Source: an optimization exercise on an open RTL-to-GDS flow (aim: small area, a short achievable clock period and few clock cycles per item). Production flows keep margins and buffers that such runs may drop.
Function was checked by simulation only, so behaviour that the tests miss may differ from the original.
Power is estimated from default activity; no workload was simulated.

Design spsws_cal, start of the top module:
module spsws_cal (
    input  wire        clk,
    input  wire        rst,           
    input  wire        start,         
    output wire        ready,
    input  wire [31:0] f0_eff,        
    input  wire [31:0] fh_eff,        
    input  wire [31:0] fl_eff,        
    input  wire [31:0] symbol_us,     
    input  wire [31:0] ramp_us,       
    input  wire [7:0]  pwr_min,       
    input  wire [7:0]  pwr_max,       
    output reg         done,          
    output reg  [2:0]  fail_check,    
    output wire [31:0] shift_dur,
    output wire [31:0] idle,
    output wire [31:0] t1,
    output wire [31:0] t2,
    output wire [31:0] t3,
    output wire [31:0] t4,
    output wire [31:0] period,
    output wire [31:0] edge_step,
    output wire [31:0] bit_step
);
    localparam [18:0] DWELL_NUM = 19'd500000;
    localparam [1:0] S_IDLE = 2'd0,
                     S_DIV  = 2'd1,
                     S_POST = 2'd2;
    reg [1:0] state;
    wire st_idle = (state == S_IDLE);
    wire st_div  = (state == S_DIV);
    wire st_post = (state == S_POST);
    assign ready = st_idle;
    reg [18:0] o_sd;
    reg [31:0] o_t2, o_t3, o_r, o_per, o_es, o_bs;
    wire [31:0] o_t1 = o_t2 - o_r;
    wire [31:0] o_t4 = o_t3 + o_r;
    assign shift_dur = {13'd0, o_sd};
    assign idle      = o_t1;
    assign t1        = o_t1;
  ...
clock: 10.0 ns
lec_check: 0
cap_margin: 20
core_margin: 2
core_utilization: 60
cts_buf_list: sky130_fd_sc_hd__clkbuf_2 sky130_fd_sc_hd__clkbuf_4
setup_slack_margin: 3.5
slew_margin: 20
run.sh (not shown) runs the stock make flow with config.mk's settings and CLKGATE_MAP_FILE= SYNTH_SCRIPT=/design/flow/synth_recipe.tcl, a recipe that flattens the netlist after the stock synthesis.
Testbench counts at the start, summed over its fixed seeds: cycles 11,982, items 2,400.
Rerun with:
--- a/flow/config.mk
+++ b/flow/config.mk
@@ -10,3 +10,2 @@
-export CORE_UTILIZATION = 60
-export CTS_BUF_LIST = sky130_fd_sc_hd__clkbuf_2 sky130_fd_sc_hd__clkbuf_4
-export SETUP_SLACK_MARGIN = 3.5
+export CORE_UTILIZATION = 40
+export SETUP_SLACK_MARGIN = 3
What happened: The new run ran to the end with no violations. Utilization shrinks by 25 points. Sequential share of layout area grows by 0.56 points. Cell count grows by 3.8%. Maximum frequency shrinks by 5.0%. Die area grows by 49%. Register-to-register slack is worse by 340 ps. Worst hold slack hardly moves.

---

spsws_cal, a different RTL version from the one above (not shown whole).
Size in the first run: about 620 flip-flops, about 470 I/O pins.
==> flow/config.mk <==
export PLATFORM = sky130hd
export DESIGN_NAME = spsws_cal
export DESIGN_NICKNAME = spsws_cal
export VERILOG_FILES = /design/flow/design.v
export SDC_FILE = /design/flow/constraint.sdc
export NUM_CORES = 4
export LEC_CHECK = 0
export CAP_MARGIN = 20
export CORE_MARGIN = 2
export CORE_UTILIZATION = 40
export SLEW_MARGIN = 20
==> flow/constraint.sdc <==
create_clock -name core_clock -period 10.0 [get_ports {clk}]
set_input_delay 2.0000 -clock core_clock [delete_from_list [all_inputs] [get_ports {clk}]]
set_output_delay 2.0000 -clock core_clock [all_outputs]
set_load 0.01 [all_outputs]
The first run passed the timing, DRC and antenna checks.
Testbench counts at the start, summed over its fixed seeds: cycles 11,982, items 2,400.
Then changed:
SETUP_SLACK_MARGIN = 2   (was not set)
Outcome: Sequential cell count is unchanged; combinational power is about the same; non-clock buffer count goes up by 21; via count grows by 0.40%; design area increases by 0.53%; hold slack improved by 0.0048 ns; worst setup slack gains 1.2 ns.
Then changed:
SETUP_SLACK_MARGIN = 4   (was 2)
Maximum frequency rose by 9.6%; first-iteration DRC count rose by about 5%; synthesized cell count stays the same; worst hold slack degrades by 0.018 ns; total power rose by about 16%; setup slack improves by 0.66 ns; count of clock-buffer cells in the layout fell by 2; synthesized area does not change.

---

RTL: one of the versions met above, not the one the previous note started from.
Size in the first run: roughly 6700 cells after synthesis, ~570 flip-flops, ~56000 sq um of cells after synthesis.
==> flow/config.mk <==
export PLATFORM = sky130hd
export DESIGN_NAME = spsws_cal
export DESIGN_NICKNAME = spsws_cal
export VERILOG_FILES = /design/flow/design.v
export SDC_FILE = /design/flow/constraint.sdc
export NUM_CORES = 4
export LEC_CHECK = 0
export CAP_MARGIN = 20
export CORE_MARGIN = 2
export CORE_UTILIZATION = 60
export SETUP_SLACK_MARGIN = 4
export SLEW_MARGIN = 20
==> flow/constraint.sdc <==
create_clock -name core_clock -period 10.0 [get_ports {clk}]
set_input_delay 2.0000 -clock core_clock [delete_from_list [all_inputs] [get_ports {clk}]]
set_output_delay 2.0000 -clock core_clock [all_outputs]
set_load 0.01 [all_outputs]
Testbench counts at the start, summed over its fixed seeds: cycles 11,982, items 2,400.
Edit:
CAP_MARGIN = 5   (was 20)
CORE_UTILIZATION = 40   (was 60)
SETUP_SLACK_MARGIN = 3   (was 4)
SLEW_MARGIN = 5   (was 20)
Utilization drops by 29 points.
Synthesized cell count is unchanged.
Setup slack gets worse by 0.33 ns.
Cell count went up by 4.8%.
Area after synthesis stays the same.
Maximum frequency is lower by 4.8%.
Count of clock-buffer cells in the layout grows by 4.
Power falls by 6.1%.
Non-clock buffer count is lower by 192.
Routed wire length went down by 9.0%.
Edit:
CAP_MARGIN = 20   (was 5)
CORE_UTILIZATION = 70   (was 40)
SETUP_SLACK_MARGIN = 3.5   (was 3)
SLEW_MARGIN = 20   (was 5)
Result: Clock-buffer cell count drops by 12; setup slack improved by 0.22 ns; hold slack is about the same; area after synthesis does not change; final cell count drops by 8.7%; global-route usage climbs by 19 points; sequential cell count stays the same; routed wire length climbs by about 5%; combinational power climbs by about 5.5%; die area drops by about 40%; via count climbs by about 10%.
Edit:
CORE_UTILIZATION = 60   (was 70)
CTS_BUF_LIST = sky130_fd_sc_hd__clkbuf_4 sky130_fd_sc_hd__clkbuf_8   (was unset)
SETUP_SLACK_MARGIN = 3.75   (was 3.5)
Outcome:
- The changed run completed with no timing, DRC or antenna violations
- design area climbs by 1.7%
- total power went down by 1.6%
- register-to-register slack improves by 0.33 ns
- routed wire length is lower by 4.4%
- area after synthesis is unchanged
- critical path depth climbs by 7
- setup slack improved by 0.33 ns

-- what the ideal ports hide --
No port has a modelled driver above. Below, the same layouts with a new extraction and two added sets of constraints.
Step 1, drivers: a clkbuf_16 drives clk and a buf_2 each remaining input, both assumed.
Step 2, shift: input delay + t, output delay - t, t = (earliest + latest rising clock arrival at the registers) / 2. This alone moves slack from input paths to output paths.
Slacks: ideal ports / drivers / drivers and shift; pairs: ideal ports / drivers.
run	t, ns	setup slack, ns	latest minus earliest clock arrival (ns)	worst data-port slew with drivers (ns)
the first run of note 1	1.171	3.563 / 3.492 / 2.630	0.109 / 0.109	0.09
the second run of note 1	0.738	3.226 / 3.223 / 2.782	0.061 / 0.061	0.12
the first run of note 2	0.769	1.228 / 1.228 / 1.228	0.042 / 0.042	0.15
the second run of note 2	0.779	2.402 / 2.402 / 1.986	0.042 / 0.042	0.15
the third run of note 2	0.776	3.067 / 3.067 / 3.067	0.045 / 0.045	0.18
the first run of note 3	0.735	3.552 / 3.552 / 3.447	0.035 / 0.036	0.08
the second run of note 3	0.738	3.226 / 3.223 / 2.782	0.061 / 0.061	0.12
the third run of note 3	0.726	3.443 / 3.443 / 2.932	0.063 / 0.063	0.09
the fourth run of note 3	0.889	3.769 / 3.756 / 3.093	0.091 / 0.091	0.09
After both steps every run listed still meets setup and hold. The setup slack of the first run of note 1, which loses most, moves by -0.071 ns with the drivers and by -0.933 ns with both steps.
